Context: an optimization exercise on an open-source flow, tuned for small area. The choices shown serve that exercise and are no tape-out recipe.
The RTL was checked by simulation tests, not by an equivalence proof against the original design.
No activity file was given, so power comes from the tool's default toggle rates.

`flow/run.sh`:
```
#!/bin/bash
# synth_recipe.tcl (not shown) runs the flow's synth.tcl, then flattens the netlist and writes it again
# the make line also repeats each setting of config.mk as NAME=value (left out here)
make -C /OpenROAD-flow-scripts/flow DESIGN_CONFIG=/design/flow/config.mk WORK_HOME=/design/flow/orfs CLKGATE_MAP_FILE= SYNTH_SCRIPT=/design/flow/synth_recipe.tcl finish
```
`flow/config.mk`:
```
export PLATFORM = sky130hd
export DESIGN_NAME = btqc
export DESIGN_NICKNAME = btqc
export VERILOG_FILES = /design/flow/design.v
export SDC_FILE = /design/flow/constraint.sdc
export NUM_CORES = 4
export LEC_CHECK = 0
export CAP_MARGIN = 20
export CORE_MARGIN = 2
export CORE_UTILIZATION = 40
export SLEW_MARGIN = 20
```
`flow/constraint.sdc`:
```
create_clock -name core_clock -period 10.0 [get_ports {clk}]
set_input_delay 2.0000 -clock core_clock [delete_from_list [all_inputs] [get_ports {clk}]]
set_output_delay 2.0000 -clock core_clock [all_outputs]
set_load 0.01 [all_outputs]
```
`flow/design.v`:
```
module btqc (
    input  wire         clk,
    input  wire         rst,           
    input  wire         cmd_valid,
    output wire         cmd_ready,
    input  wire [127:0] cmd_data,
    output wire         resp_valid,
    output reg  [31:0]  resp_data,
    output reg          ev_valid,
    output reg  [3:0]   ev_kind,
    output reg  [31:0]  ev_data,
    input  wire         ev_ack,
    input  wire [15:0]  ev_rdata
);
    localparam QDEPTH = 16;
    localparam OP_INIT   = 8'h01, OP_SETCFG = 8'h02, OP_ENQ   = 8'h03,
               OP_CLRQ   = 8'h04, OP_QSIZE  = 8'h05, OP_QBYTES = 8'h06,
               OP_QOVF   = 8'h07, OP_FLUSH  = 8'h08, OP_XFER  = 8'h09,
               OP_FILL   = 8'h0A, OP_COPY   = 8'h0B, OP_SWCOPY = 8'h0C;
    localparam EV_CW32 = 4'd1, EV_CW16 = 4'd2, EV_DW16 = 4'd3, EV_WAIT = 4'd4,
               EV_GETSTEP = 4'd5, EV_SETSTEP = 4'd6, EV_TAKEN = 4'd7,
               EV_HALT = 4'd8, EV_RESUME = 4'd9, EV_SRCRD = 4'd10,
               EV_PEND = 4'd11;
    localparam S_IDLE       = 5'd0,
               S_DEC        = 5'd1,
               S_ENQ_STORE  = 5'd2,
               S_ENQ_PEND   = 5'd3,
               S_ENQ_BUDGET = 5'd4,
               S_FL_WAIT    = 5'd5,
               S_FL_GETSTEP = 5'd6,
               S_FL_SLOT    = 5'd7,
               S_FL_BATCHEND= 5'd8,
               S_FL_SETSTEP = 5'd9,
               S_X_WAIT     = 5'd10,
               S_X_GETSTEP  = 5'd11,
               S_X_SETSTEP  = 5'd12,
               S_X_SWLOAD   = 5'd13,
               S_W1         = 5'd14,
               S_W2         = 5'd15,
               S_W3         = 5'd16,
               S_SUFFIX     = 5'd17,
               S_TAKEN      = 5'd18,
               S_HALT       = 5'd19,
               S_W4         = 5'd20,
               S_FILLDATA   = 5'd21,
               S_RESUME     = 5'd22,
               S_SW_SETSTEP = 5'd23,
               S_SW_TRIG    = 5'd24,
               S_SW_RD      = 5'd25,
               S_SW_WR      = 5'd26,
               S_UNIT_DONE  = 5'd27,
               S_DONE       = 5'd28;
    reg [4:0] state;
    reg [15:0] cap;
    reg [15:0] qcount;
    reg [15:0] ovfidx;
    reg [31:0] qbytes;
    reg [31:0] budget;
    reg        cfg_autoflush;
    reg        cfg_ignover;
    reg        cfg_hwdis;        
    reg        cfg_perbatch;     
    reg [127:0] qstore [0:QDEPTH-1];    
    reg [127:0] pkt;
    wire [7:0]  p_op   = pkt[127:120];
    wire [23:0] p_src  = pkt[119:96];
    wire [15:0] p_dst  = pkt[95:80];
    wire [15:0] p_len  = pkt[79:64];
    wire [15:0] p_step = pkt[63:48];
    wire [7:0]  p_val  = pkt[47:40];
    wire [1:0]  p_cls  = pkt[33:32];
    wire [31:0] p_aux  = pkt[31:0];
    reg [127:0] wf_mask;
    reg         wf_known;
    always @* begin
        wf_known = 1'b1;
        case (p_op)
            OP_INIT:   wf_mask = 128'hFFFFFFFF_FFFF0000_FFFFFFFF_00000000;
            OP_SETCFG: wf_mask = 128'hFFFFFFFF_FFFFFFFF_FFFFFFFF_FFFFFFF0;
            OP_ENQ:    wf_mask = 128'hFF000001_00000000_0000FFFC_FFFFFFFF;
            OP_CLRQ, OP_QSIZE, OP_QBYTES, OP_QOVF, OP_FLUSH:
                       wf_mask = 128'hFFFFFFFF_FFFFFFFF_FFFFFFFF_FFFFFFFF;
            OP_XFER:   wf_mask = 128'hFF000001_00000000_0000FFFC_FFFFFFFF;
            OP_FILL:   wf_mask = 128'hFFFFFFFF_00000000_000000FF_FFFFFFFF;
            OP_COPY:   wf_mask = 128'hFFFF0000_00000000_0000FFFF_FFFFFFFF;
            OP_SWCOPY: wf_mask = 128'hFF000001_FFFF0000_0000FFFF_00000000;
            default: begin
                wf_mask  = 128'hFF000000_00000000_00000000_00000000;
                wf_known = 1'b0;
            end
        endcase
    end
    wire cls_bad   = ((p_op == OP_ENQ) || (p_op == OP_XFER)) && (p_cls == 2'd3);
    wire wellformed = wf_known && ((pkt & wf_mask) == {p_op, 120'd0}) && !cls_bad;
    wire [17:0] rem_b   = 18'h20000 - {1'b0, p_src[16:0]};
    wire [16:0] rem_w   = rem_b[17:1];
    wire        crosses   = {1'b0, p_len} > rem_w;
    wire [15:0] low_len = rem_w[15:0];
    wire [15:0] hi_len  = p_len - low_len;
    wire [24:0] hi_src  = {1'b0, p_src} + {7'd0, rem_b};
    wire [15:0] hi_dst  = p_dst + low_len;
    reg [24:0] cs_src;
    reg [15:0] cs_dst;
    reg [15:0] cs_len;
    reg [15:0] cs_step;       
    reg        seg_second;    
    reg [15:0] eff_step;
    reg        taken;
    reg        batchopen;
    reg [15:0] fi;
    reg [15:0] replay_cnt;
    reg [15:0] savstep;
    reg [31:0] sw_trig;
    reg [23:0] sw_a;
    reg [15:0] sw_n;
    reg [15:0] sw_step;
    reg [15:0] sw_data;
    wire [4:0] effcap = (cap > QDEPTH) ? 5'd16 : cap[4:0];
    reg [15:0] fill_adj;
    always @* begin
        if (p_len == 16'd0)
            fill_adj = 16'd0;
        else if (p_dst[0])
            fill_adj = (p_len < 16'd3) ? 16'd1 : p_len - 16'd2;
        else
            fill_adj = (p_len < 16'd2) ? 16'd1 : p_len - 16'd1;
    end
    wire [24:0] pk_src  = (p_op == OP_COPY) ? {8'd0, p_src[15:0], 1'b0} : cs_src;
    wire [15:0] pk_len  = (p_op == OP_FILL) ? fill_adj :
                          (p_op == OP_COPY) ? p_len : cs_len;
    wire [15:0] pk_step = (p_op == OP_ENQ) ? cs_step : eff_step;
    wire [31:0] pk_w1 = 32'h94009300 | {8'h00, pk_len[15:8], 8'h00, pk_len[7:0]};
    wire [31:0] pk_w2 = {8'h96, pk_src[16:9], 16'h8F00} + {16'h0000, pk_step};
    wire [31:0] pk_w3 = {8'h97, 1'b0, pk_src[23:17], 8'h95, pk_src[8:1]};
    reg [31:0] trig_cls;
    always @* begin
        case (p_cls)
            2'd1:    trig_cls = {2'b11, cs_dst[13:0], 8'h00, 6'b100000, cs_dst[15:14]};
            2'd2:    trig_cls = {2'b01, cs_dst[13:0], 8'h00, 6'b100100, cs_dst[15:14]};
            default: trig_cls = {2'b01, cs_dst[13:0], 8'h00, 6'b100000, cs_dst[15:14]};
        endcase
    end
    wire [31:0] fill_trig = {2'b01, p_dst[13:0], 8'h00, 6'b100000, p_dst[15:14]};
    wire [31:0] copy_trig = {2'b00, p_dst[13:0], 8'h00, 6'b110000, p_dst[15:14]};
    wire [31:0] pk_w4 = (p_op == OP_FILL) ? fill_trig :
                        (p_op == OP_COPY) ? copy_trig : trig_cls;
    wire [127:0] slot   = qstore[fi[3:0]];
    wire [31:0]  out_w1 = (p_op == OP_FLUSH) ? slot[127:96] : pk_w1;
    wire [31:0]  out_w2 = (p_op == OP_FLUSH) ? slot[95:64]  : pk_w2;
    wire [31:0]  out_w3 = (p_op == OP_FLUSH) ? slot[63:32]  : pk_w3;
    wire [31:0]  out_w4 = (p_op == OP_FLUSH) ? slot[31:0]   : pk_w4;
    wire flush_batch = (p_op == OP_FLUSH) && cfg_perbatch;
    always @* begin
        ev_valid = 1'b0;
        ev_kind  = 4'd0;
        ev_data  = 32'd0;
        case (state)
            S_ENQ_PEND:   begin ev_valid = 1'b1; ev_kind = EV_PEND; end
            S_FL_WAIT,
            S_X_WAIT:     begin ev_valid = 1'b1; ev_kind = EV_WAIT; end
            S_FL_GETSTEP,
            S_X_GETSTEP:  begin ev_valid = 1'b1; ev_kind = EV_GETSTEP; end
            S_FL_BATCHEND: begin
                ev_valid = batchopen && !taken;
                ev_kind  = EV_RESUME;
            end
            S_FL_SETSTEP: begin ev_valid = 1'b1; ev_kind = EV_SETSTEP; ev_data = {16'd0, savstep}; end
            S_X_SETSTEP:  begin ev_valid = 1'b1; ev_kind = EV_SETSTEP; ev_data = {16'd0, eff_step}; end
            S_W1:         begin ev_valid = 1'b1; ev_kind = EV_CW32; ev_data = out_w1; end
            S_W2:         begin ev_valid = 1'b1; ev_kind = EV_CW32; ev_data = out_w2; end
            S_W3:         begin ev_valid = 1'b1; ev_kind = EV_CW32; ev_data = out_w3; end
            S_SUFFIX:     begin
                ev_valid = 1'b1; ev_kind = EV_CW16;
                ev_data  = (p_op == OP_FILL) ? 32'h00009780 : 32'h000097C0;
            end
            S_TAKEN:      begin ev_valid = 1'b1; ev_kind = EV_TAKEN; end
            S_HALT:       begin ev_valid = 1'b1; ev_kind = EV_HALT; end
            S_W4:         begin ev_valid = 1'b1; ev_kind = EV_CW32; ev_data = out_w4; end
            S_FILLDATA:   begin ev_valid = 1'b1; ev_kind = EV_DW16; ev_data = {16'd0, p_val, p_val}; end
            S_RESUME:     begin ev_valid = 1'b1; ev_kind = EV_RESUME; end
            S_SW_SETSTEP: begin ev_valid = 1'b1; ev_kind = EV_SETSTEP; ev_data = {16'd0, sw_step}; end
            S_SW_TRIG:    begin ev_valid = 1'b1; ev_kind = EV_CW32; ev_data = sw_trig; end
            S_SW_RD:      begin ev_valid = 1'b1; ev_kind = EV_SRCRD; ev_data = {8'd0, sw_a}; end
            S_SW_WR:      begin ev_valid = 1'b1; ev_kind = EV_DW16; ev_data = {16'd0, sw_data}; end
            default: ;
        endcase
    end
    wire ev_fire = ev_valid && ev_ack;
    assign cmd_ready  = (state == S_IDLE);
    assign resp_valid = (state == S_DONE);
    wire [4:0] trig_start = (flush_batch && batchopen) ? S_HALT : S_TAKEN;
    wire [31:0] qbytes_add  = qbytes + {15'd0, cs_len, 1'b0};
    wire        over_budget = (budget != 32'd0) && (qbytes > budget);
    always @(posedge clk) begin
        if (state == S_ENQ_STORE)
            qstore[qcount[3:0]] <= {pk_w1, pk_w2, pk_w3, pk_w4};
    end
    always @(posedge clk) begin
        if (rst) begin
            state         <= S_IDLE;
            cap           <= 16'd0;
            qcount        <= 16'd0;
            ovfidx        <= 16'd0;
            qbytes        <= 32'd0;
            budget        <= 32'd0;
            cfg_autoflush <= 1'b0;
            cfg_ignover   <= 1'b0;
            cfg_hwdis     <= 1'b0;
            cfg_perbatch  <= 1'b0;
            resp_data     <= 32'd0;
        end else begin
            case (state)
            S_IDLE: begin
                if (cmd_valid) begin
                    pkt   <= cmd_data;
                    state <= S_DEC;
                end
            end
            S_DEC: begin
                if (!wellformed) begin
                    resp_data <= 32'd0;
                    state     <= S_DONE;
                end else begin
                    case (p_op)
                    OP_INIT: begin
                        cap       <= p_len;
                        budget    <= p_aux;
                        qcount    <= 16'd0;
                        ovfidx    <= 16'd0;
                        qbytes    <= 32'd0;
                        resp_data <= 32'd1;
                        state     <= S_DONE;
                    end
                    OP_SETCFG: begin
                        cfg_autoflush <= p_aux[0];
                        cfg_ignover   <= p_aux[1];
                        cfg_hwdis     <= p_aux[2];
                        cfg_perbatch  <= p_aux[3];
                        resp_data     <= 32'd1;
                        state         <= S_DONE;
                    end
                    OP_CLRQ: begin
                        qcount    <= 16'd0;
                        ovfidx    <= 16'd0;
                        qbytes    <= 32'd0;
                        resp_data <= 32'd1;
                        state     <= S_DONE;
                    end
                    OP_QSIZE: begin
                        resp_data <= {16'd0, qcount};
                        state     <= S_DONE;
                    end
                    OP_QBYTES: begin
                        resp_data <= qbytes;
                        state     <= S_DONE;
                    end
                    OP_QOVF: begin
                        resp_data <= {16'd0, ovfidx};
                        state     <= S_DONE;
                    end
                    OP_ENQ: begin
                        if (qcount >= {11'd0, effcap}) begin
                            resp_data <= 32'd0;                  
                            state     <= S_DONE;
                        end else if (crosses && ({1'b0, qcount} + 17'd2 > {12'd0, effcap})) begin
                            resp_data <= 32'd0;                  
                            state     <= S_DONE;
                        end else begin
                            if (crosses) begin
                                cs_src     <= hi_src;
                                cs_dst     <= hi_dst;
                                cs_len     <= hi_len;
                                seg_second <= 1'b1;
                            end else begin
                                cs_src     <= {1'b0, p_src};
                                cs_dst     <= p_dst;
                                cs_len     <= p_len;
                                seg_second <= 1'b0;
                            end
                            cs_step <= p_step;
                            state   <= S_ENQ_STORE;
                        end
                    end
                    OP_FLUSH: begin
                        replay_cnt <= (ovfidx != 16'd0 && cfg_ignover) ? ovfidx : qcount;
                        fi         <= 16'd0;
                        batchopen  <= 1'b0;
                        state      <= S_FL_WAIT;
                    end
                    OP_XFER: begin
                        if (crosses) begin
                            cs_src     <= hi_src;
                            cs_dst     <= hi_dst;
                            cs_len     <= hi_len;
                            cs_step    <= 16'hFFFF;              
                            seg_second <= 1'b1;
                        end else begin
                            cs_src     <= {1'b0, p_src};
                            cs_dst     <= p_dst;
                            cs_len     <= p_len;
                            cs_step    <= p_step;
                            seg_second <= 1'b0;
                        end
                        state <= S_X_WAIT;
                    end
                    OP_FILL, OP_COPY: begin
                        cs_step    <= p_step;
                        seg_second <= 1'b0;
                        state      <= S_X_WAIT;
                    end
                    OP_SWCOPY: begin
                        sw_trig <= p_aux;
                        sw_a    <= p_src;
                        sw_n    <= p_len;
                        sw_step <= p_step;
                        state   <= S_SW_SETSTEP;
                    end
                    default: begin
                        resp_data <= 32'd0;
                        state     <= S_DONE;
                    end
                    endcase
                end
            end
            S_ENQ_STORE: begin
                qcount <= qcount + 16'd1;
                qbytes <= qbytes_add;
                if (cfg_autoflush && qbytes_add != 32'd0)
                    state <= S_ENQ_PEND;
                else
                    state <= S_ENQ_BUDGET;
            end
            S_ENQ_PEND: begin
                if (ev_fire) state <= S_ENQ_BUDGET;
            end
            S_ENQ_BUDGET: begin
                if (over_budget && ovfidx == 16'd0)
                    ovfidx <= qcount - 16'd1;
                if (seg_second) begin
                    cs_src     <= {1'b0, p_src};
                    cs_dst     <= p_dst;
                    cs_len     <= low_len;
                    seg_second <= 1'b0;
                    state      <= S_ENQ_STORE;
                end else begin
                    resp_data <= {31'd0, !(over_budget && cfg_ignover)};
                    state     <= S_DONE;
                end
            end
            S_FL_WAIT: begin
                if (ev_fire) state <= S_FL_GETSTEP;
            end
            S_FL_GETSTEP: begin
                if (ev_fire) begin
                    savstep <= ev_rdata;
                    state   <= S_FL_SLOT;
                end
            end
            S_FL_SLOT: begin
                if (fi == replay_cnt) begin
                    state <= (!cfg_hwdis && cfg_perbatch) ? S_FL_BATCHEND : S_FL_SETSTEP;
                end else if (!cfg_hwdis) begin
                    state <= S_W1;
                end else begin
                    sw_trig <= slot[31:0];
                    sw_a    <= {slot[54:48], slot[87:80], slot[39:32], 1'b0};
                    sw_n    <= {slot[119:112], slot[103:96]};
                    sw_step <= {8'd0, slot[71:64]};
                    state   <= S_SW_SETSTEP;
                end
            end
            S_FL_BATCHEND: begin
                if (!(batchopen && !taken) || ev_fire) begin
                    batchopen <= 1'b0;
                    state     <= S_FL_SETSTEP;
                end
            end
            S_FL_SETSTEP: begin
                if (ev_fire) begin
                    qcount    <= 16'd0;
                    ovfidx    <= 16'd0;
                    qbytes    <= 32'd0;
                    resp_data <= 32'd1;
                    state     <= S_DONE;
                end
            end
            S_X_WAIT: begin
                if (ev_fire) begin
                    if (p_op == OP_FILL) begin
                        eff_step <= cs_step;
                        state    <= (cs_step != 16'hFFFF) ? S_X_SETSTEP : S_W1;
                    end else if (cs_step == 16'hFFFF) begin
                        state <= S_X_GETSTEP;
                    end else begin
                        eff_step <= cs_step;
                        state    <= (p_op == OP_XFER && cfg_hwdis) ? S_X_SWLOAD : S_X_SETSTEP;
                    end
                end
            end
            S_X_GETSTEP: begin
                if (ev_fire) begin
                    eff_step <= ev_rdata;
                    state    <= (p_op == OP_XFER && cfg_hwdis) ? S_X_SWLOAD : S_W1;
                end
            end
            S_X_SETSTEP: begin
                if (ev_fire) state <= S_W1;
            end
            S_X_SWLOAD: begin
                sw_trig <= trig_cls;
                sw_a    <= cs_src[23:0];
                sw_n    <= cs_len;
                sw_step <= eff_step;
                state   <= S_SW_SETSTEP;
            end
            S_W1: begin
                if (ev_fire) state <= (p_op == OP_FILL) ? S_SUFFIX : S_W2;
            end
            S_W2: begin
                if (ev_fire) state <= S_W3;
            end
            S_W3: begin
                if (ev_fire) state <= (p_op == OP_COPY) ? S_SUFFIX : trig_start;
            end
            S_SUFFIX: begin
                if (ev_fire) state <= S_TAKEN;
            end
            S_TAKEN: begin
                if (ev_fire) begin
                    taken <= ev_rdata[0];
                    if (flush_batch) batchopen <= 1'b1;
                    state <= S_HALT;
                end
            end
            S_HALT: begin
                if (ev_fire) state <= S_W4;
            end
            S_W4: begin
                if (ev_fire) begin
                    if (p_op == OP_FILL)
                        state <= S_FILLDATA;
                    else if (flush_batch || taken)
                        state <= S_UNIT_DONE;
                    else
                        state <= S_RESUME;
                end
            end
            S_FILLDATA: begin
                if (ev_fire) state <= taken ? S_UNIT_DONE : S_RESUME;
            end
            S_RESUME: begin
                if (ev_fire) state <= S_UNIT_DONE;
            end
            S_SW_SETSTEP: begin
                if (ev_fire) state <= S_SW_TRIG;
            end
            S_SW_TRIG: begin
                if (ev_fire) state <= (sw_n != 16'd0) ? S_SW_RD : S_UNIT_DONE;
            end
            S_SW_RD: begin
                if (ev_fire) begin
                    sw_data <= ev_rdata;
                    state   <= S_SW_WR;
                end
            end
            S_SW_WR: begin
                if (ev_fire) begin
                    sw_a  <= sw_a + 24'd2;
                    sw_n  <= sw_n - 16'd1;
                    state <= (sw_n == 16'd1) ? S_UNIT_DONE : S_SW_RD;
                end
            end
            S_UNIT_DONE: begin
                if (p_op == OP_FLUSH) begin
                    fi    <= fi + 16'd1;
                    state <= S_FL_SLOT;
                end else if (p_op == OP_XFER && seg_second) begin
                    cs_src     <= {1'b0, p_src};
                    cs_dst     <= p_dst;
                    cs_len     <= low_len;
                    cs_step    <= p_step;
                    seg_second <= 1'b0;
                    state      <= S_X_WAIT;
                end else begin
                    resp_data <= 32'd1;
                    state     <= S_DONE;
                end
            end
            S_DONE: begin
                state <= S_IDLE;
            end
            default: state <= S_IDLE;
            endcase
        end
    end
endmodule
```
==> notes.md <==
outcome finished clean; Slew Limit Fails 0; mapped cell area 0.0786 mm²; H-tree levels 4; largest net degree at the start of global routing 102; post-synthesis sequential area ratio 64.9%; Initial Utilization 40.3%; CP max-delay cell o22ai_1; vias per inst 6.14; Post-Route WL 263 mm; Post-synth ARST share 0%; Fmax 0.119 GHz; CP arrival 6.43 ns; Hold Path End resp_data[17]; WL per Instance 31.7 µm; Final period util 84.3%; Initial DRC Count 7447; Crit path required time 8.00 ns; critical path cell sequence or4_1 > nor4_4 > buf_4 > clkinv_1 > nand2_1 > buf_4 > nand2_1 > nand2_1 > a221o_1 > a21oi_1 > o22ai_1 > clkdlybuf4s50_1; Yosys reg bits 1754; Final Skew 0.0901 ns; Final #Nets 5761; Detail Placement HPWL 170 mm; synth warn 1; Worst setup EP type output port; Hold Crit Start resp_data[17]; grt total ovfl 0; number of nets with antenna violations after routing 0; post-synth cell types 95; final hold slack 0.471 ns; synth cell count leaders edfxtp_1 (1587), nand2_1 (430), mux4_2 (380), nor2_1 (328), clkbuf_1 (232); drt pass-1 iters 7; clock-pin slew of the registers on the worst-case setup and hold paths 0.06 ns; Skew-Pair Late Insertion Delay 0.86 ns; FF-to-FF Start pkt[96]; Final Hold Vio Count 0; Die X-Extent 447 µm; Synth top area share 60.7%; post-CTS setup buffer count 0; Least-Margin Pin Slew 1.14 ns; Syn Nets 5526; Setup Viol. Count Final 0; GRT Util Overall 25.9%; Setup crit start pkt[124]; setup_tns 0 ns; layout cell share with drive strength beyond 1 17.0%; area grow syn2layout 15.4%; CP dominant cell by count nand2_1; Synth area leader edfxtp_1; max-capacitance violation count 0; number of global-route vias before repair 48447; Synth area leaders edfxtp_1 (61%), mux4_2 (11%), dfxtp_1 (4.3%), nand2_1 (2.1%), ha_1 (2.0%); Post-synth EDFFs 1587; pwr/cell area 201 mW/mm²; vias 50825; CTS Sinks 1754; Critical Path Max Stage Delay 0.75 ns; root buffer cell clkbuf_16; Tmin final 8.43 ns; CTS tree yes; Hold Crit Depth 2; Reg2Reg Depth 18; PortBufs 218; Die ar. 0.200 mm²; CTS max path bufs 3; leakage 0.0301 µW; Reg2Reg Capture Point cs_src[7]; Cells after Synth 5247; synthesized area per cell 15.0 µm²; Synth Flop Type edfxtp_1; WS Path Type reg -> out; Num CTS Buffers 187; global-route wire length before repair 366 mm; Relative slew margins 23.8%; I/O pin count 219; Core Footprint 0.195 mm²; die height 447 µm; Resized cells post-CTS 0; Placer Congestion 0.938; unrepaired setup endpoints after global routing no; num rows 162; count leader, synth edfxtp_1; maximum vdd drop 0.000171 V; DRC violations left 0; CP bufs+invs 4; worst reg2reg setup slack 3.55 ns; Top delay family on crit path buffers and inverters; antenna violations before repair 13; hold_buf cts 0; crit start category flip-flop; Max FO, Critical Path 25; Hold Crit Class reg -> reg
-- flip-flops by register name, indices dropped and copies added, names as in the netlist, 24 cells and up, named ones only --
| register | count |
|---|---|
| qstore | 1216 |
| pkt | 128 |
| budget | 32 |
| resp_data | 32 |
| sw_trig | 32 |
| qbytes | 31 |
| cs_src | 24 |
| sw_a | 24 |
-- routing by layer --
layer / vias up / global-route usage (%) / part of all wire, %
li1: 21223 / - / -
met5: - / 0 / 0.030
met1: 26325 / 33.7 / 38
met4: 10 / 11.7 / 5.1
met3: 583 / 5.04 / 8.5
met2: 2684 / 41.9 / 48
-- metrics by stage --
| stage | area [µm²] | utilization (%) | worst slack [ns] | instances | power, µW |
|---|---|---|---|---|---|
| after CTS | 90600 | 46.4 | 1.55 | 8262 | 18300 |
| after floorplan | 78600 | - | 0.0269 | 5247 | 10100 |
| after detailed placement | 84300 | 43.2 | 2.45 | 7915 | 11300 |
| after global placement | 84300 | 43.2 | 2.58 | 7915 | 11300 |
| after global routing | 90700 | 46.5 | 1.32 | 8265 | 18800 |
| final | 90700 | 46.5 | 1.57 | 8271 | 18200 |
-- cells in the final DEF (no fill, tap or decap), drive strengths merged, types with 31 or more instances in the layout --
cell type      Yosys  routed
a22oi             84      84
xnor2            118     118
a21oi            215     215
a222oi            37      37
a21o              31      31
mux4             380     380
nor2             329     329
clkdlybuf4s50      0     217
nand2            430     430
o21ai            192     192
mux2              53      53
mux2i            119     119
dfxtp            167     167
clkbuf           232     226
nand2b            37      37
edfxtp          1587    1587
or3               53      53
a31oi             31      31
ha               128     128
buf               79     140
xor2              84      84
inv              110     120
nand4             33      33
nor3              83      83
nor4              77      77
clkinv             2      79
nand3            114     114
and3              41      41
-- worst max-delay path by stage --
stage | endpoint | slack, ns | cells after the start
2_1_floorplan | cs_dst[0] | 0.03 | 18
3_3_place_gp | ev_data[23] | 2.58 | 13
3_5_place_dp | ev_data[23] | 2.45 | 13
4_1_cts | ev_data[23] | 1.55 | 13
5_1_grt | ev_data[19] | 1.32 | 12
6_report | ev_data[18] | 1.57 | 12
-- area by class of cell --
type | instances | area [µm²]
Clock inverter | 121 | 1340
Fill cell | 16955 | 104000
Clock buffer | 226 | 4900
Timing Repair Buffer | 357 | 3380
Multi-Input combinational cell | 3070 | 26300
Sequential cell | 1754 | 51000
Antenna cell | 7 | 17.5
Inverter | 112 | 425
Tap cell | 2624 | 3280
-- cell families (layout without fill, tap and decap cells) --
logic type / Yosys count / count (layout) / share of synthesized area [%]
adders and majority gates: 132 / 132 / 2.13
other: 0 / 7 / 0
xor gates and xnor gates: 202 / 202 / 2.25
buffers and inverters: 423 / 816 / 2.09
DFF: 1754 / 1754 / 64.9
muxes: 552 / 552 / 13.2
and+or+nand+nor: 1315 / 1315 / 8.02
AOI/OAI and AO/OA: 869 / 869 / 7.40
-- report_power, final --
group          switching (µW)  leakage [µW]  total, µW  internal, µW
clock network            3040       0.00298       7030          3990
logic                    1750        0.0113       2590           834
registers                 290        0.0158       8610          8320
total                    5080        0.0301      18200         13100
-- tightest hold or removal path: stages, from the launching register on --
cell and delay (ns):
dfxtp_1 0.30, nand3_1 0.05, o21ai_0 0.06

## re-timing with driven ports
The flow's constraints put no driver on any port. The routed layout listed below was extracted and timed again, unchanged, in two steps.
Step 1 assumes that a clkbuf_16 drives the clock port and a buf_2 every other input.
Step 2 moves the port delays by t, midway between the first and last clock arrival at a register: inputs arrive t later, outputs are due t later. That takes back most of the time a late clock gives input paths.
Three values: ideal, step 1, step 2; two values: the first two.
t (ns): 0.912
slack for setup (ns): 1.570 / 1.477 / 2.390
cell pins on the clock port's net: 1
After both steps setup and hold are still met in this run. The setup slack of this run moves by -0.093 ns with the drivers and by +0.820 ns with both steps.
